From an optimization exercise on the open Yosys and OpenROAD flow, aimed at small area; shortcuts taken in it are not production practice.
The RTL was checked by simulation tests, not by an equivalence proof against the original design.
The clock cells of runs 2 to 4 come from the design's own scripts or RTL, not from TritonCTS.
The flow treats the clock pin as an ideal source. Dropping or thinning the clock tree relies on that and would not hold on a real chip.
Power and IR drop assume default switching activity.

### design.v
module watchdog_timer_block (
    input  wire        clk,
    input  wire        rst,
    input  wire        sel,
    input  wire        wr,
    input  wire [15:0] off,
    input  wire [15:0] wdata,
    input  wire        tick_fire,
    input  wire        no_reboot,
    input  wire        smi_en,
    output reg  [15:0] rdata,
    output reg         smi,
    output reg         nmi,
    output reg         wdt_reset,
    output reg         tick_req,
    output reg         tick_cancel
);
    reg [15:0] reload_counter;
    reg [7:0]  data_in;
    reg [7:0]  data_out;
    reg [15:0] status1;         
    reg [15:0] status2;         
    reg [15:0] control1;        
    reg [15:0] control2;
    reg [7:0]  message1;
    reg [7:0]  message2;
    reg [7:0]  watchdog_count;
    reg [7:0]  irq_select;
    reg [15:0] timer_value;
    reg        n;
    reg        tick_pending;
    reg        reset_latched;
    wire hi0 = ~|off[15:5];
    wire a_rld   = hi0 && off[4:0] == 5'h00;
    wire a_din   = hi0 && off[4:0] == 5'h02;
    wire a_dout  = hi0 && off[4:0] == 5'h03;
    wire a_sts1  = hi0 && off[4:0] == 5'h04;
    wire a_sts2  = hi0 && off[4:0] == 5'h06;
    wire a_cnt1  = hi0 && off[4:0] == 5'h08;
    wire a_cnt2  = hi0 && off[4:0] == 5'h0a;
    wire a_msg1  = hi0 && off[4:0] == 5'h0c;
    wire a_msg2  = hi0 && off[4:0] == 5'h0d;
    wire a_wdcnt = hi0 && off[4:0] == 5'h0e;
    wire a_swirq = hi0 && off[4:0] == 5'h10;
    wire a_tmr   = hi0 && off[4:0] == 5'h12;
    wire we = sel & wr & ~rst;
    wire w_rld   = we & a_rld;
    wire w_din   = we & a_din;
    wire w_dout  = we & a_dout;
    wire w_sts1  = we & a_sts1;
    wire w_cnt1  = we & a_cnt1;
    wire [15:0] wd  = wdata & {16{~rst}};
    wire [15:0] wd1 = wdata | {16{rst}};
    always @(*) begin
        rdata = ({16{a_rld}}   & reload_counter)
              | ({16{a_din}}   & {8'h00, data_in})
              | ({16{a_dout}}  & {8'h00, data_out})
              | ({16{a_sts1}}  & (status1 & 16'he87e))
              | ({16{a_sts2}}  & (status2 & 16'hfff8))
              | ({16{a_cnt1}}  & (control1 & 16'hfeff))
              | ({16{a_cnt2}}  & control2)
              | ({16{a_msg1}}  & {8'h00, message1})
              | ({16{a_msg2}}  & {8'h00, message2})
              | ({16{a_wdcnt}} & {8'h00, watchdog_count})
              | ({16{a_swirq}} & {8'h00, irq_select})
              | ({16{a_tmr}}   & timer_value);
    end
    wire t        = tick_fire & tick_pending;
    wire [16:1] y;
    assign y[1] = 1'b1;
    genvar gi;
    generate for (gi = 1; gi < 16; gi = gi + 1) begin : g_y
        assign y[gi+1] = y[gi] & ~reload_counter[gi];
    end endgenerate
    wire zero     = reload_counter[0] & y[10];         
    wire timeout  = t & zero;
    wire second   = timeout & n;
    wire ev_wdt   = second & ~no_reboot;
    wire ev_int   = timeout & ~ev_wdt;                  
    wire rl_after = reset_latched | ev_wdt;
    wire tp_after = tick_pending & ~ev_wdt;
    wire tv_gt1    = |timer_value[15:1];
    wire arm_old   = ~control1[11] & tv_gt1;
    wire arm_new   = ~wdata[11] & tv_gt1;
    wire arm_rld   = w_rld & arm_old;
    wire arm_cnt1  = w_cnt1 & arm_new;
    wire disarm    = w_cnt1 & ~arm_new;
    wire arm       = arm_rld | arm_cnt1;
    wire tp_nx     = disarm ? 1'b0 : (arm ? ~rl_after : tp_after);    
    wire [15:0] brw = {y[15:1] & {15{t & ~reload_counter[0]}}, t};
    wire [15:0] cnt_dec = reload_counter ^ brw;
    wire ld_w  = rst | (w_rld & ~arm_old);
    wire ld_tv = arm | ev_int;
    wire s_w = w_rld & ~arm_old;
    wire s_t = ~rst & ~s_w & ld_tv;
    wire s_d = ~rst & ~s_w & ~ld_tv;
    function [7:0] ld8(input e, input h, input [7:0] d, input [7:0] q);
        ld8 = ({8{e}} & d) | ({8{h}} & q);
    endfunction
    function [15:0] ld16(input e, input h, input [15:0] d, input [15:0] q);
        ld16 = ({16{e}} & d) | ({16{h}} & q);
    endfunction
    wire e_din   = we & a_din;    wire h_din   = ~rst & ~e_din;
    wire e_dout  = we & a_dout;   wire h_dout  = ~rst & ~e_dout;
    wire e_sts2  = we & a_sts2;   wire h_sts2  = ~rst & ~e_sts2;
    wire e_cnt2  = we & a_cnt2;   wire h_cnt2  = ~rst & ~e_cnt2;
    wire e_msg1  = we & a_msg1;   wire h_msg1  = ~rst & ~e_msg1;
    wire e_msg2  = we & a_msg2;   wire h_msg2  = ~rst & ~e_msg2;
    wire e_wdcnt = we & a_wdcnt;  wire h_wdcnt = ~rst & ~e_wdcnt;
    wire e_swirq = we & a_swirq;  wire h_swirq = ~rst & ~e_swirq;
    wire e_tmr   = we & a_tmr;    wire h_tmr   = ~rst & ~e_tmr;
    wire                          h_cnt1  = ~rst & ~w_cnt1;
    wire                          h_sts1  = ~rst & ~w_sts1;
    always @(posedge clk) begin
        data_in        <= ld8(e_din,   h_din,   wdata[7:0], data_in);
        data_out       <= ld8(e_dout,  h_dout,  wdata[7:0], data_out);
        status2        <= ld16(e_sts2, h_sts2,  wdata & 16'hfff8, status2);
        control2       <= ld16(e_cnt2, h_cnt2,  wdata, control2) | {12'h000, rst, 3'b000};
        message1       <= ld8(e_msg1,  h_msg1,  wdata[7:0], message1);
        message2       <= ld8(e_msg2,  h_msg2,  wdata[7:0], message2);
        watchdog_count <= ld8(e_wdcnt, h_wdcnt, wdata[7:0], watchdog_count);
        irq_select     <= ld8(e_swirq, h_swirq, wdata[7:0], irq_select) | {6'h00, rst, rst};
        timer_value    <= ld16(e_tmr,  h_tmr,   wdata, timer_value) | {13'h0000, rst, 2'b00};
        control1       <= ld16(w_cnt1, h_cnt1,  {wdata[15:13], wdata[12] | control1[12], wdata[11:9], 1'b0, wdata[7:0]}, control1);
        status1 <= ld16(w_sts1, h_sts1, wdata & 16'he870, status1)
                 | {12'h000, timeout & h_sts1, (w_dout | second) & h_sts1, (w_din | second) & h_sts1, 1'b0};
        reload_counter <= ({16{s_w}} & wdata) | ({16{s_t}} & timer_value) | ({16{s_d}} & cnt_dec);
        if (rst | w_rld | disarm) n <= 1'b0;
        else if (timeout)         n <= ~n;
        tick_pending  <= ~rst & tp_nx;
        reset_latched <= ~rst & rl_after;
        smi         <= ~rst & (w_din | ev_int & smi_en);
        nmi         <= ~rst & ev_int & ~smi_en;
        wdt_reset   <= ~rst & ev_wdt;
        tick_req    <= ~rst & tp_nx & (t | arm);
        tick_cancel <= ~rst & disarm & tp_after;
    end
endmodule
### flow/run.sh
#!/bin/bash
# Layout flow: the standard flow (standard.sh) with these changes:
#  - synthesis maps the logic with an area-oriented ABC script (flow/abc_area.script)
#    in place of ORFS's abc_speed.script; the rest of synthesis is unchanged, so the
#    registers are the standard synthesis's;
#  - port buffers use the smallest buffer cell (buf_1);
#  - CTS builds its tree from clkbuf_4 without dummy loads, then flow/post_cts.tcl
#    upsizes to clkbuf_8 the clock buffers whose clock pins would see a high slew;
#  - the repair after placement uses no buffer larger than buf_2 (flow/pre_resize.tcl).
set -euo pipefail
here=$PWD
rm -rf "$here/scripts_area"
cp -r "$FLOW_HOME/scripts" "$here/scripts_area"
cp "$here/flow/abc_area.script" "$here/scripts_area/abc_speed.script"
export BUFFER_PORTS_ARGS="-buffer_cell sky130_fd_sc_hd__buf_1"
export CTS_ARGS="-sink_clustering_enable -repair_clock_nets -dont_use_dummy_load -buf_list sky130_fd_sc_hd__clkbuf_4"
export POST_CTS_TCL="$here/flow/post_cts.tcl"
export PRE_RESIZE_TCL="$here/flow/pre_resize.tcl"
SCRIPTS_DIR="$here/scripts_area" bash standard.sh synth > "$here/synth.log" 2>&1
bash standard.sh > "$here/layout.log" 2>&1
### flow/abc_area.script
&get -n
&st
&dc2
&dch -f
&nf -a -R 1000 -p -F 10 -A 10
&st
&dch -f
&nf -a -R 1000 -p -F 10 -A 10
&put
### flow/post_cts.tcl
# After CTS: a clock buffer whose flip-flop clock pins see a slew over 95 ps
# (placement estimate) is upsized from clkbuf_4 to clkbuf_8.
estimate_parasitics -placement
set upsized 0
foreach inst [get_cells -hierarchical *] {
  if {[get_property $inst ref_name] ne "sky130_fd_sc_hd__clkbuf_4"} { continue }
  set out [get_pins -of_objects $inst -filter "direction == output"]
  set worst 0
  foreach p [get_pins -of_objects [get_nets -of_objects $out] -filter "direction == input"] {
    set s [get_property $p slew_max]
    if {$s > $worst} { set worst $s }
  }
  if {$worst > 0.095} {
    replace_cell $inst sky130_fd_sc_hd__clkbuf_8
    incr upsized
  }
}
puts "post_cts: upsized $upsized clock buffers"
detailed_placement
estimate_parasitics -placement
### flow/pre_resize.tcl
# Before the post-placement repair: buffers larger than buf_2 are not used, so that
# repair fixes slew and capacitance with small buffers and driver sizing.
set_dont_use {sky130_fd_sc_hd__buf_4 sky130_fd_sc_hd__buf_6 sky130_fd_sc_hd__buf_8 sky130_fd_sc_hd__buf_12 sky130_fd_sc_hd__buf_16}
puts "pre_resize: buffers larger than buf_2 set dont_use"
### standard.sh
#!/bin/bash
# synth_recipe.tcl (not shown) runs the flow's synth.tcl, then flattens the netlist and writes it again
# the make line also repeats each setting of config.mk as NAME=value (left out here)
make -C /OpenROAD-flow-scripts/flow DESIGN_CONFIG=/design/flow/config.mk WORK_HOME=/design/flow/orfs CLKGATE_MAP_FILE= SYNTH_SCRIPT=/design/flow/synth_recipe.tcl "${@:-finish}"
### config.mk
export PLATFORM = sky130hd
export DESIGN_NAME = watchdog_timer_block
export DESIGN_NICKNAME = watchdog_timer_block
export VERILOG_FILES = /design/flow/design.v
export SDC_FILE = /design/flow/constraint.sdc
export NUM_CORES = 4
export LEC_CHECK = 0
export CAP_MARGIN = 20
export CORE_MARGIN = 2
export CORE_UTILIZATION = 70
export GPL_TIMING_DRIVEN = 0
export SLEW_MARGIN = 20
### constraint.sdc
create_clock -name core_clock -period 8.0 [get_ports {clk}]
set_input_delay 1.6000 -clock core_clock [delete_from_list [all_inputs] [get_ports {clk}]]
set_output_delay 1.6000 -clock core_clock [all_outputs]
set_load 0.01 [all_outputs]
==> results of run 1 <==
-- cell type report --
| cell class | count | share of cell area, % |
|---|---|---|
| Clock buffer | 17 | 2.94 |
| Inverter | 8 | 0.496 |
| Multi-Input combinational cell | 348 | 43.1 |
| Sequential cell | 142 | 47.0 |
| Tap cell | 99 | 2.05 |
| Timing Repair Buffer | 68 | 4.42 |
-- synthesized netlist by cell type (8+ instances only) --
master and count:
dfxtp_1 142, nor2_1 36, clkinv_1 8, a222oi_1 16, nor4_1 9, nand2_1 20
a221oi_1 15, a22o_1 121, a22oi_1 26, nor3_1 18, o21ai_0 11, nand3_1 16
-- worst paths after layout --
kind,depth (start not counted),slack [ns],end,start
hold / removal,2,0.44,irq_select[0],irq_select[0]
setup reg to reg,8,5.21,reload_counter[15],reload_counter[3]
hold reg to reg,2,0.44,irq_select[0],irq_select[0]
setup / recovery,10,2.03,rdata[3],off[6]
-- cells by family after synthesis --
logic type,after synthesis
AOI/OAI and AO/OA,215
DFF,142
and+or+nand+nor,121
xor gates and xnor gates,10
buffers and inverters,8
adders and majority gates,2
-- state kept, by name, indices dropped and copies added, names as in the netlist --
register,count
watchdog_count,8
irq_select,8
reset_latched,1
control1,15
message1,8
smi,1
n,1
status2,13
tick_cancel,1
tick_req,1
data_out,8
message2,8
data_in,8
wdt_reset,1
status1,10
timer_value,16
reload_counter,16
nmi,1
control2,16
tick_pending,1
-- metal layers --
layer / GRT usage, % / wire length, um
met3: 11.8 / 2500
met2: 61.9 / 7610
met1: 55.0 / 6430
met4: 20.6 / 887
met5: 0 / 0
-- cells in the final DEF, fill, tap and decap left out, drive strengths merged, types with 2 or more instances in the layout --
cell type / count
a222oi: 16
xor2: 5
a22oi: 26
o31a: 2
xnor2: 5
nor4: 9
a22o: 121
clkinv: 8
dfxtp: 142
and4: 2
a21oi: 7
o21a: 2
and2: 3
buf: 68
a221oi: 15
nor2: 36
or2: 2
o31ai: 2
nand2: 20
nor3: 18
clkbuf: 17
or3: 2
nand2b: 5
a211oi: 2
a221o: 7
ha: 2
o21ai: 11
nand3: 16
-- per-stage QoR --
step                setup slack (ns)  instances  hold slack (ns)
floorplan                       2.37        498            0.416
global placement               0.213        656            0.424
detailed placement              2.22        665            0.432
global route                    1.96        682            0.483
finish                          2.03        682            0.444
-- power breakdown --
part / switching (mW) / leakage, nW / internal (mW)
Clock: 0.222 / 0.0989 / 0.141
Combinational: 0.0370 / 0.934 / 0.00932
Sequential: 0.00111 / 1.14 / 0.708
Total: 0.260 / 2.18 / 0.858
-- worst register-to-register path: cells and delay by family (launching register included) --
family / cells / cell delay (ns)
AOI/OAI and AO/OA: 1 / 0.09
xor gates and xnor gates: 1 / 0.14
DFF: 1 / 0.37
and+or+nand+nor: 6 / 2.04
==> flow_summary.ini, run 1 <==
[clock_network]
clock-sinks = 142
cts_tree = done
cts.clk_slew.worst_paths_ns = 0.08
clk_latency_ns = 0.44

[die]
fp-row-count = 31
fp.dieW_um = 91.6
ios = 60
core_area_sq_um = 7330
die-area_sq_um = 8400
start_util_pct = 73.3
die_y_um = 91.6

[worst_setup_path]
cp_max_fo = 10
path_delay_family = simple AND/OR/NAND/NOR gates
worst-endpoint-required_ns = 6.40
worstSetupPathType = in2out
critPathBufInv = 3
critPathMaxStageDelay_ns = 0.89
critPathLaunchType = input pin
endpoint_kind = primary output
slowest_stage = nor2_1
crit_chain = buf_1, nor4_1, nand3_1, or4_1, nor2_1, a222oi_1, clkinv_1, a221oi_1, nand3_1, buf_1
arrival_ns = 4.37

[yosys]
muxShareOfSynthArea_pct = 0
yosysTopAreaCellShare_pct = 52.9
ys_warn_count = 1
synth_xor_area_share_pct = 1.63
yosys.area_share.simple_pct = 11.0
synth_top_family_by_area = compound AO/OA/AOI/OAI gates
ys_seq_elements = 142
ys_async_sr_fraction_pct = 0
synthFlopType = dfxtp_1
synth_cell_type_count = 38
syn_nets = 539
syn-mean-instance-area_sq_um = 10.8
synth_area_leaders = dfxtp_1 53%, a22o_1 20%, a22oi_1 3.6%, a222oi_1 3.0%, nor2_1 2.5%
synth_compound_area_share_pct = 33.5
yosys.area_share.adder_pct = 0.465
syn_area_sq_um = 5380
synth_edf_count = 0
synth_area_leader_cell = dfxtp_1
synthesis.instances = 498
synth-seq-area-share_pct = 52.9

[grt]
grt-ovfl-total = 0
grt_usage_pct = 41.4
grt_pass1_vias = 5033
grt_pass1_wl_um = 26700
grt_max_degree = 26
grt_antenna_before_repair = 0

[placed_design]
hpwlAfterDp_um = 11200
place_congestion = 0.902
port_buffers = 59
place_area_sq_um = 5860

[finish]
drive_gt1_share_pct = 8.58
num-fill-cells = 473
stdcell_area_sq_um = 6050
areaGrowthSynthToFinish_pct = 12.6
n_antenna_cell = 0
finish.utilization_pct = 82.6
layout.nets = 626
multi_input_area_sq_um = 2610
seqCellArea_sq_um = 2840

[timing]
finalSetupTns_ns = 0
relSlewSlack_pct = 28.3
worst_slew_pin_slew_ns = 1.07
fin_skew_ns = 0.0318
rsz0062_at_grt = false
post-route-period-util_pct = 74.6
hold_viol = 0
finalCriticalPeriod_ns = 5.97
drv_slew = 0
timing.fmax_mhz = 168
setup_viol = 0

[job]
cap_viol_max_count = 0

[drt]
drc = 0
drt_iter0_drc = 929
detail_route.wl_per_cell_um = 25.5
vias = 5353
drt_pre_antenna_iters = 12
wl_um = 17400
avgViaCountPerCell = 7.85
ant_nets = 0

[min_path]
hold_path.class = reg2reg

[power_and_ir_drop]
powerDensity_nw_per_um2 = 185
p_total_mw = 1.12
vdd_drop_max_v = 0.000133
leakage_nw = 2.18

[run_status]
outcome = complete, no violations
==> run 2: changes to the inputs <==
==> flow/run.sh (replaced) <==
#!/bin/bash
# Layout flow: the standard flow (standard.sh) with these changes:
#  - synthesis maps the logic with an area-oriented ABC script (flow/abc_area.script)
#    in place of ORFS's abc_speed.script; the rest of synthesis is unchanged, so the
#    registers are the standard synthesis's;
#  - port buffers use the smallest buffer cell (buf_1);
#  - after CTS, flow/clock_tree.tcl replaces CTS's tree by a smaller two-level one
#    (2 clkbuf_4 roots, 8 clkbuf_8 leaves over geometric groups of flip-flops);
#  - the repair after placement uses no buffer larger than buf_2 (flow/pre_resize.tcl).
set -euo pipefail
here=$PWD
rm -rf "$here/scripts_area"
cp -r "$FLOW_HOME/scripts" "$here/scripts_area"
cp "$here/flow/abc_area.script" "$here/scripts_area/abc_speed.script"
export BUFFER_PORTS_ARGS="-buffer_cell sky130_fd_sc_hd__buf_1"
export CTS_ARGS="-sink_clustering_enable -repair_clock_nets -dont_use_dummy_load -buf_list sky130_fd_sc_hd__clkbuf_4"
export POST_CTS_TCL="$here/flow/clock_tree.tcl"
export PRE_RESIZE_TCL="$here/flow/pre_resize.tcl"
SCRIPTS_DIR="$here/scripts_area" bash standard.sh synth > "$here/synth.log" 2>&1
bash standard.sh > "$here/layout.log" 2>&1
==> flow/clock_tree.tcl (new file) <==
# After CTS: replace its clock tree by a balanced two-level one. The clock port
# drives NROOT root buffers (ROOTCELL); each drives NLEAF/NROOT leaf buffers
# (LEAFCELL), and each leaf drives the clock pins of one geometric group of
# flip-flops (groups of near-equal size from recursive cuts of the placement).
set NROOT 2
set NLEAF 8
set ROOTCELL sky130_fd_sc_hd__clkbuf_4
set LEAFCELL sky130_fd_sc_hd__clkbuf_8
set block [ord::get_db_block]
set port_net [[$block findBTerm clk] getNet]
proc center {inst} { set bb [$inst getBBox]; return [list [expr {([$bb xMin]+[$bb xMax])/2}] [expr {([$bb yMin]+[$bb yMax])/2}]] }
set sinks {}
foreach inst [$block getInsts] {
  if {![string match "sky130_fd_sc_hd__*df*" [[$inst getMaster] getName]]} { continue }
  lappend sinks [concat [list [$inst findITerm CLK]] [center $inst]]
}
proc tree_bufs {net} {
  set res {}
  foreach it [$net getITerms] {
    if {[$it getIoType] ne "INPUT"} { continue }
    set inst [$it getInst]
    if {[string match "sky130_fd_sc_hd__*df*" [[$inst getMaster] getName]]} { continue }
    lappend res $inst
    foreach o [$inst getITerms] {
      if {[$o getIoType] eq "OUTPUT" && [$o getNet] ne "NULL"} { set res [concat $res [tree_bufs [$o getNet]]] }
    }
  }
  return $res
}
set old [tree_bufs $port_net]
foreach s $sinks { [lindex $s 0] disconnect }
foreach inst $old {
  set nets {}
  foreach it [$inst getITerms] {
    if {[$it getNet] ne "NULL" && [$it getIoType] eq "OUTPUT"} { lappend nets [$it getNet] }
    $it disconnect
  }
  odb::dbInst_destroy $inst
  foreach n $nets { if {[llength [$n getITerms]] == 0} { odb::dbNet_destroy $n } }
}
puts "mytree: removed [llength $old] clock tree cells, [llength $sinks] sinks"
# split items {obj x y} into parts groups of near-equal size by recursive cuts at
# the longer side of the bounding box
proc split_groups {grp parts} {
  if {$parts <= 1} { return [list $grp] }
  set xs {}; set ys {}
  foreach s $grp { lappend xs [lindex $s 1]; lappend ys [lindex $s 2] }
  set xs [lsort -real $xs]; set ys [lsort -real $ys]
  set idx [expr {([lindex $xs end]-[lindex $xs 0]) >= ([lindex $ys end]-[lindex $ys 0]) ? 1 : 2}]
  set sorted [lsort -real -index $idx $grp]
  set p1 [expr {$parts/2}]
  set h [expr {round(double([llength $sorted]) * $p1 / $parts)}]
  return [concat [split_groups [lrange $sorted 0 [expr {$h-1}]] $p1] [split_groups [lrange $sorted $h end] [expr {$parts-$p1}]]]
}
proc centroid {grp} {
  set sx 0; set sy 0
  foreach s $grp { set sx [expr {$sx + [lindex $s 1]}]; set sy [expr {$sy + [lindex $s 2]}] }
  return [list [expr {int($sx / [llength $grp])}] [expr {int($sy / [llength $grp])}]]
}
proc add_buf {name cell xy in_net out_name} {
  set block [ord::get_db_block]
  set buf [odb::dbInst_create $block [[ord::get_db] findMaster $cell] $name]
  $buf setLocation [lindex $xy 0] [lindex $xy 1]
  $buf setPlacementStatus PLACED
  set net [odb::dbNet_create $block $out_name]
  $net setSigType CLOCK
  [$buf findITerm A] connect $in_net
  [$buf findITerm X] connect $net
  return $net
}
set leaves {}
set k 0
foreach grp [split_groups $sinks $NLEAF] {
  lappend leaves [list $grp [centroid $grp] $k]
  incr k
}
if {$NROOT > 0} {
  set litems {}
  foreach l $leaves { lappend litems [list $l [lindex $l 1 0] [lindex $l 1 1]] }
  set r 0
  foreach rg [split_groups $litems $NROOT] {
    set rnet [add_buf "clkroot_$r" $ROOTCELL [centroid $rg] $port_net "clknet_root_$r"]
    foreach li $rg {
      set l [lindex $li 0]
      set lnet [add_buf "clkleaf_[lindex $l 2]" $LEAFCELL [lindex $l 1] $rnet "clknet_leaf_[lindex $l 2]"]
      foreach s [lindex $l 0] { [lindex $s 0] connect $lnet }
    }
    incr r
  }
} else {
  foreach l $leaves {
    set lnet [add_buf "clkleaf_[lindex $l 2]" $LEAFCELL [lindex $l 1] $port_net "clknet_leaf_[lindex $l 2]"]
    foreach s [lindex $l 0] { [lindex $s 0] connect $lnet }
  }
}
puts "mytree: $NROOT roots ($ROOTCELL), $NLEAF leaves ($LEAFCELL)"
detailed_placement
estimate_parasitics -placement
removed: flow/post_cts.tcl
==> run 2 against run 1 <==
Largest power group unchanged. Sequential power is essentially flat. Critical path depth is the same. Still clean. First-iteration DRC count shrank 6.4%. Clock power shrank 14%. Worst hold slack gained 0.0055 ns. Routed wire length shrank 0.72%. Combinational power is essentially flat. Final area shrank 0.87%. Sequential share of layout area grew 0.41 points. Utilization shrank 0.72 points.
==> flow_summary.ini, run 2 <==
[timing]
timing.fmax_mhz = 167
rsz0062_at_grt = false
finalCriticalPeriod_ns = 5.97
finalSetupTns_ns = 0
fin_skew_ns = 0.0191
setup_viol = 0
relSlewSlack_pct = 28.1
worst_slew_pin_slew_ns = 1.07
post-route-period-util_pct = 74.7
hold_viol = 0
drv_slew = 0

[yosys]
synth_edf_count = 0
ys_warn_count = 1
synth.most_common_cell = dfxtp_1
synth_area_leader_cell = dfxtp_1
yosysTopAreaCellShare_pct = 52.9
syn_area_sq_um = 5380
syn_nets = 539
synthFlopType = dfxtp_1
ys_async_sr_fraction_pct = 0
synth_area_leaders = dfxtp_1 53%, a22o_1 20%, a22oi_1 3.6%, a222oi_1 3.0%, nor2_1 2.5%
ys_seq_elements = 142
yosys-top-cells-count = 142 x dfxtp_1, 121 x a22o_1, 36 x nor2_1
syn-mean-instance-area_sq_um = 10.8
synthesis.instances = 498
synth_cell_type_count = 38
synth-seq-area-share_pct = 52.9

[clock_network]
clock-sinks = 142
clk_latency_ns = 0.38
cts.clk_slew.worst_paths_ns = 0.11

[drt]
wl_um = 17300
drt_iter0_drc = 870
detail_route.wl_per_cell_um = 25.6
vias = 5237
avgViaCountPerCell = 7.76
drc = 0
drt_pre_antenna_iters = 8
ant_nets = 0

[die]
die-area_sq_um = 8400
fp.dieW_um = 91.6
ios = 60
start_util_pct = 73.3
core_area_sq_um = 7330
die_y_um = 91.6
fp-row-count = 31

[grt]
grt-ovfl-total = 0
grt_antenna_before_repair = 0
grt_usage_pct = 40.2
grt_pass1_vias = 5013
grt_pass1_wl_um = 26700
grt_max_degree = 26

[finish]
mostFrequentLayoutCell = dfxtp_1
final_cells = 675
n_antenna_cell = 0
layout_common_cells = 142 x dfxtp_1, 121 x a22o_1, 58 x buf_1
areaGrowthSynthToFinish_pct = 11.6
layout.nets = 620
reg.largest.list = control2: 16 flops, reload_counter: 16 flops, timer_value: 16 flops
drive_gt1_share_pct = 7.47

[worst_setup_path]
arrival_ns = 4.37
worstSetupPathType = in2out
worst-endpoint-required_ns = 6.40
cp_max_fo = 10
critPathLaunchType = input pin
endpoint_kind = primary output

[placed_design]
hpwlAfterDp_um = 11200
port_buffers = 59
place_congestion = 0.902
dpl.cell_count = 665

[run_status]
outcome = complete, no violations

[min_path]
hold_path.class = reg2reg

[job]
cap_viol_max_count = 0

[power_and_ir_drop]
vdd_drop_max_v = 0.000110
powerDensity_nw_per_um2 = 178
leakage_nw = 2.15
## run 2: cell counts after synthesis
Identical to the previous run, type by type.
## run 2: critical path: stages
cell and delay (ns):
buf_1 0.07, nor4_1 0.27, nand3_1 0.19, or4_1 0.65, nor2_1 0.89, a222oi_1 0.20
clkinv_1 0.12, a221oi_1 0.06, nand3_1 0.15, buf_1 0.16
## run 2: per-stage QoR
stage | hold WS [ns] | worst slack (ns) | instance area [sq um] | power, mW | utilization [%]
after floorplan | 0.416 | 2.37 | 5380 | 0.739 | -
after global placement | 0.424 | 0.213 | 5720 | 0.765 | 78.1
after detailed placement | 0.432 | 2.22 | 5860 | 0.769 | 79.9
after global routing | 0.487 | 1.94 | 6000 | 1.09 | 81.8
final | 0.449 | 2.03 | 6000 | 1.07 | 81.8
## run 2: cells by family (layout without fill, tap and decap cells)
kind of cell / after synthesis / in the layout / synth area share, %
XOR/XNOR: 10 / 10 / 1.63
flip-flops: 142 / 142 / 52.9
AO/OA/AOI/OAI: 215 / 215 / 33.5
buffers and inverters: 8 / 86 / 0.559
AND/OR/NAND/NOR: 121 / 121 / 11.0
adder cells (fa/ha/maj): 2 / 2 / 0.465
## run 2: area by class of cell
cell class / instances / area (sq um)
well taps: 99 / 124
fillers: 464 / 1330
inverters: 8 / 30.0
multi-input cells: 348 / 2610
repair buffers: 68 / 268
flip-flops and latches: 142 / 2840
plain buffers: 10 / 125
## run 2: path summary, 6_finish.rpt
| kind | from | end | slack (ns) | cells past startpoint |
|---|---|---|---|---|
| hold / removal | irq_select[0] | irq_select[0] | 0.45 | 2 |
| setup / recovery | off[6] | rdata[3] | 2.03 | 10 |
| setup reg to reg | reload_counter[3] | reload_counter[15] | 5.28 | 8 |
| hold reg to reg | irq_select[0] | irq_select[0] | 0.45 | 2 |
## run 2: metal layers
metal | global-route usage, % | wire length (um)
met1 | 55.0 | 6510
met2 | 61.8 | 7720
met3 | 7.72 | 2290
met4 | 18.6 | 784
met5 | 0 | 0
## run 2: report_power, final
| part | internal [mW] | leakage (nW) | switching [mW] |
|---|---|---|---|
| clock | 0.103 | 0.0667 | 0.208 |
| combinational | 0.00932 | 0.934 | 0.0369 |
| sequential | 0.708 | 1.14 | 0.00111 |
| total | 0.820 | 2.15 | 0.246 |
==> run 3: changes to the inputs <==
==> flow/abc_area.script (replaced) <==
&get -n
&st
&dc2
&dch -f
&nf -a -R 1000 -p -F 10 -A 10
&st
&dch -f
&nf -a -R 1000 -p -F 10 -A 10
&put
mfs3 -a
--- a/config.mk
+++ b/config.mk
@@ -7,6 +7,6 @@
 export LEC_CHECK = 0
 export CAP_MARGIN = 20
 export CORE_MARGIN = 2
-export CORE_UTILIZATION = 70
+export CORE_UTILIZATION = 77
 export GPL_TIMING_DRIVEN = 0
 export SLEW_MARGIN = 20
==> run 3 against run 2 <==
Worst setup slack lost 0.20 ns. Final area shrank 0.63%. Combinational power is essentially flat. Area after synthesis shrank 0.16%. First-iteration DRC count grew 6.1%. Synthesized cell count shrank 0.20%. Routed wire length shrank 0.28%. Maximum frequency shrank 3.3%. Critical endpoint is now rdata[0].
==> flow_summary.ini, run 3 <==
[run_status]
outcome = complete, no violations

[timing]
fin_skew_ns = 0.0109
worst_slew_pin_slew_ns = 1.11
finalCriticalPeriod_ns = 6.18
timing.fmax_mhz = 162
finalWorstSetupSlack_ns = 1.82
drv_slew = 0
rsz0062_at_grt = false
setup_viol = 0
hold_viol = 0
post-route-period-util_pct = 77.2
holdWs_ns = 0.455
relSlewSlack_pct = 25.6
finalSetupTns_ns = 0

[yosys]
yosys-top-cells-count = 142 x dfxtp_1, 121 x a22o_1, 38 x nor2_1
synthFlopType = dfxtp_1
syn_nets = 538
syn-mean-instance-area_sq_um = 10.8
synthesis.instances = 497
ys_seq_elements = 142
synth-seq-area-share_pct = 53.0
synth_cell_type_count = 37
yosysTopAreaCellShare_pct = 53.0
synth.most_common_cell = dfxtp_1
ys_warn_count = 1
synth_area_leaders = dfxtp_1 53%, a22o_1 20%, a22oi_1 3.6%, a222oi_1 3.0%, nor2_1 2.7%
synth_edf_count = 0
ys_async_sr_fraction_pct = 0
syn_area_sq_um = 5370
synth_area_leader_cell = dfxtp_1

[power_and_ir_drop]
p_total_mw = 1.06
clock_power_share_pct = 28.8
seqPwrFrac_pct = 66.8
vdd_drop_max_v = 0.000116
p_int_mw = 0.820
p_comb_share_pct = 4.4
leakage_nw = 2.13
powerDensity_nw_per_um2 = 178
sw_frac_of_total_pct = 22.7
p_sw_mw = 0.241

[placed_design]
hpwlAfterDp_um = 11200
port_buffers = 59
dpl.cell_count = 645
place_congestion = 0.900
place_area_sq_um = 5810
dpl_worst_slack_ns = 2.08

[worst_setup_path]
endpoint_kind = primary output
worst-endpoint-required_ns = 6.40
worstSetupPathType = in2out
cp_max_fo = 10
critPathLaunchType = input pin
arrival_ns = 4.58

[min_path]
hold_path.class = reg2reg

[die]
start_util_pct = 79.4
core_area_sq_um = 6760
fp.dieW_um = 87.5
fp-row-count = 30
die_y_um = 87.5
ios = 60
die-area_sq_um = 7650

[clock_network]
clk_latency_ns = 0.38
clock-sinks = 142
cts.clk_slew.worst_paths_ns = 0.11

[drt]
avgViaCountPerCell = 8.25
drt_iter0_drc = 923
wl_um = 17300
drt_pre_antenna_iters = 8
ant_nets = 0
detail_route.wl_per_cell_um = 26.3
vias = 5407
drc = 0

[finish]
mostFrequentLayoutCell = dfxtp_1
drive_gt1_share_pct = 7.30
n_antenna_cell = 0
final_cells = 655
areaGrowthSynthToFinish_pct = 11.1
reg.largest.list = control2: 16 flops, reload_counter: 16 flops, timer_value: 16 flops
layout.nets = 619
stdcell_area_sq_um = 5960
layout_common_cells = 142 x dfxtp_1, 121 x a22o_1, 58 x buf_1
finish.utilization_pct = 88.2
num-fill-cells = 319

[job]
cap_viol_max_count = 0

[grt]
grt_max_degree = 25
grt_antenna_before_repair = 0
grt_pass1_wl_um = 25800
grt_usage_pct = 44.2
grt-ovfl-total = 0
grt_pass1_vias = 4904
run 3: cell count changes after synthesis, sizes merged:
cell / delta
nor3: -1
a21oi: +1
o21ai: -1
and3b: -1
nand3b: +1
or2: -1
nor2: +2
nand2: -1
run 3: worst max-delay path, stage by stage:
cell      delay (ns)
buf_1           0.11
nor4_1          0.26
nand3_1         0.19
or4_1           0.66
nor3_2          0.76
buf_2           0.41
a22o_1          0.21
a221oi_1        0.08
nand3_1         0.14
buf_1           0.15
run 3: cell families after synthesis:
family,count (synthesis),synth area share [%]
xor+xnor,10,1.63
simple gates,120,10.8
fa+ha+maj,2,0.466
compound gates,215,33.6
buf+inv,8,0.559
flops,142,53.0
run 3: layer usage:
metal	global-route usage (%)	wire, um	vias to the layer above
li1	-	-	2193
met1	59.2	6190	2529
met2	69.2	7670	566
met3	9.19	2390	119
met4	19.9	999	0
met5	0	0	-
run 3: final cells by class:
type                    instances  area [sq um]  area share [%]
multi-input cells             347          2600            43.5
repair buffers                 68           268            4.49
well taps                      80           100            1.68
plain buffers                  10           125            2.10
inverters                       8          30.0           0.504
flip-flops and latches        142          2840            47.7
run 3: path summary, 6_finish.rpt:
kind,start,endpoint,slack (ns),cells past startpoint
max,off[5],rdata[0],1.82,10
min,irq_select[0],irq_select[0],0.46,2
max reg2reg,timer_value[1],reload_counter[9],5.08,8
min reg2reg,irq_select[0],irq_select[0],0.46,2
run 3: power groups by stage:
stage | combinational, mW | clock, mW | sequential, mW
finish | 0.0465 | 0.306 | 0.709
global route | 0.0482 | 0.321 | 0.709
detailed placement | 0.0428 | 0 | 0.725
global placement | 0.0395 | 0 | 0.725
floorplan | 0.0145 | 0 | 0.725
==> run 4: changes to the inputs <==
--- a/config.mk
+++ b/config.mk
@@ -7,6 +7,6 @@
 export LEC_CHECK = 0
 export CAP_MARGIN = 20
 export CORE_MARGIN = 2
-export CORE_UTILIZATION = 77
+export CORE_UTILIZATION = 74
 export GPL_TIMING_DRIVEN = 0
 export SLEW_MARGIN = 20
==> run 4 against run 3 <==
Worst setup slack improved by 0.24 ns. Sequential share of layout area decreased by 0.15 points. Largest power group unchanged. Still clean. Global-route usage decreased by 1.9 points. Register-to-register slack improved by 0.14 ns. Power increased by 0.67%. Critical endpoint is now rdata[3]. Critical path type unchanged. Clock power increased by 3%.
==> flow_summary.ini, run 4 <==
[run_status]
outcome = complete, no violations

[clock_network]
clk_latency_ns = 0.39
cts.clk_slew.worst_paths_ns = 0.11
clock-sinks = 142

[finish]
stdcell_area_sq_um = 5980
reg.largest.list = control2: 16 flops, reload_counter: 16 flops, timer_value: 16 flops
finish.utilization_pct = 83.8
n_antenna_cell = 0
final_cells = 675
areaGrowthSynthToFinish_pct = 11.4
mostFrequentLayoutCell = dfxtp_1
drive_gt1_share_pct = 7.29
layout_common_cells = 142 x dfxtp_1, 121 x a22o_1, 58 x buf_1
layout.nets = 620

[drt]
drt_pre_antenna_iters = 8
drt_iter0_drc = 750
avgViaCountPerCell = 7.63
wl_um = 16800
ant_nets = 0
detail_route.wl_per_cell_um = 24.9
vias = 5149
drc = 0

[die]
die-area_sq_um = 7950
die_y_um = 89.2
fp.dieW_um = 89.2
ios = 60
start_util_pct = 75.2
core_area_sq_um = 7140
fp-row-count = 31

[worst_setup_path]
arrival_ns = 4.34
r2r_slack_ns = 5.22
critical_path.reg2reg.startpoint = reload_counter[3]
crit_start = off[6]
critPathLaunchType = input pin
cp_max_fo = 10
r2r-end = reload_counter[15]
worstSetupPathType = in2out
r2r_cells = 8
endpoint_kind = primary output
worst-endpoint-required_ns = 6.40

[placed_design]
dpl.cell_count = 665
place_congestion = 0.880
place_area_sq_um = 5840
hpwlAfterDp_um = 11100
port_buffers = 59
dpl_worst_slack_ns = 2.12

[yosys]
yosys-top-cells-count = 142 x dfxtp_1, 121 x a22o_1, 38 x nor2_1
syn_area_sq_um = 5370
yosysTopAreaCellShare_pct = 53.0
synth_area_leaders = dfxtp_1 53%, a22o_1 20%, a22oi_1 3.6%, a222oi_1 3.0%, nor2_1 2.7%
ys_seq_elements = 142
syn-mean-instance-area_sq_um = 10.8
synth.most_common_cell = dfxtp_1
synthFlopType = dfxtp_1
ys_async_sr_fraction_pct = 0
synth-seq-area-share_pct = 53.0
synth_edf_count = 0
syn_nets = 538
ys_warn_count = 1
synthesis.instances = 497
synth_area_leader_cell = dfxtp_1
synth_cell_type_count = 37

[timing]
rsz0062_at_grt = false
post-route-period-util_pct = 74.2
finalSetupTns_ns = 0
worst_slew_pin_slew_ns = 1.08
drv_slew = 0
relSlewSlack_pct = 27.5
timing.fmax_mhz = 168
finalWorstSetupSlack_ns = 2.06
fin_skew_ns = 0.0236
setup_viol = 0
finalCriticalPeriod_ns = 5.94
hold_viol = 0

[min_path]
whs_endpoint = irq_select[0]
worstHoldStart = irq_select[0]
hold_depth = 2
hold_path.class = reg2reg

[grt]
grt_antenna_before_repair = 0
grt_pass1_wl_um = 25400
grt-ovfl-total = 0
grt_max_degree = 25
grt_usage_pct = 42.4
grt_pass1_vias = 4720

[job]
cap_viol_max_count = 0

[power_and_ir_drop]
vdd_drop_max_v = 0.000190
powerDensity_nw_per_um2 = 179
leakage_nw = 2.14
## run 4: metal layers
layer	vias up	GRT usage [%]	wire length, um
met2	481	62.8	7510
met5	-	0	0
met3	68	11.7	2290
met1	2400	57.4	6240
li1	2200	-	-
met4	0	20.8	779
## run 4: cells by family after synthesis
kind of cell,count (synthesis),share of synthesized area [%]
fa+ha+maj,2,0.466
simple gates,120,10.8
xor+xnor,10,1.63
flops,142,53.0
buf+inv,8,0.559
compound gates,215,33.6
## run 4: worst max-delay path, cell delays in order
cell and delay [ns]:
buf_1 0.07, nor4_1 0.26, nand3_1 0.19, or4_1 0.65, nor2_1 0.87, a222oi_1 0.26, clkinv_1 0.10, a221oi_1 0.05
nand3_1 0.13, buf_1 0.16
## run 4: power by group
group | internal [mW] | switching, mW
combinational | 0.00920 | 0.0362
sequential | 0.708 | 0.00104
clock | 0.103 | 0.211
## run 4: layout make-up
type,count,area (sq um)
flip-flops and latches,142,2840
multi-input cells,347,2590
fillers,426,1160
repair buffers,69,273
plain buffers,10,125
well taps,99,124
inverters,8,30.0
## run 4: worst max path at each step
stage,endpoint,slack [ns],cells past startpoint
final,rdata[3],2.06,10
after global routing,rdata[3],1.75,10
after detailed placement,rdata[3],2.12,10
after global placement,reload_counter[13],0.30,9
after floorplan,reload_counter[10],2.37,7
## run 4: through the flow
step	total power [mW]	hold slack [ns]
floorplan	0.739	0.416
global placement	0.765	0.425
detailed placement	0.768	0.436
global route	1.08	0.473
finish	1.07	0.455

## re-timing with driven ports
Ports are ideal in the flow. The routed layouts listed here were re-timed in OpenROAD.
Step 1 assumes that a clkbuf_16 drives the clock port and a buf_2 every other input.
Step 2 adds t to the input delays and takes it off the output delays; t is the mean of the earliest and latest rising clock arrival at the registers after step 1. Input paths then give back, and output paths get back, about the clock's delay inside the block.
Slacks: no drivers / after step 1 / after step 2; pairs: no drivers / after step 1.
| run | t (ns) | setup slack, ns | worst hold slack (ns) | worst setup path at the end |
|---|---|---|---|---|
| run 1 | 0.461 | 2.031 / 2.009 / 2.009 | 0.444 / 0.444 / 0.444 | input to output |
| run 2 | 0.414 | 2.026 / 2.004 / 2.004 | 0.449 / 0.449 / 0.449 | input to output |
| run 3 | 0.409 | 1.824 / 1.774 / 1.774 | 0.455 / 0.455 / 0.455 | input to output |
| run 4 | 0.427 | 2.060 / 2.039 / 2.039 | 0.455 / 0.455 / 0.455 | input to output |
After both steps setup and hold are still met in every run listed. The setup slack of run 3, which loses most, moves by -0.050 ns with the drivers and by -0.050 ns with both steps.
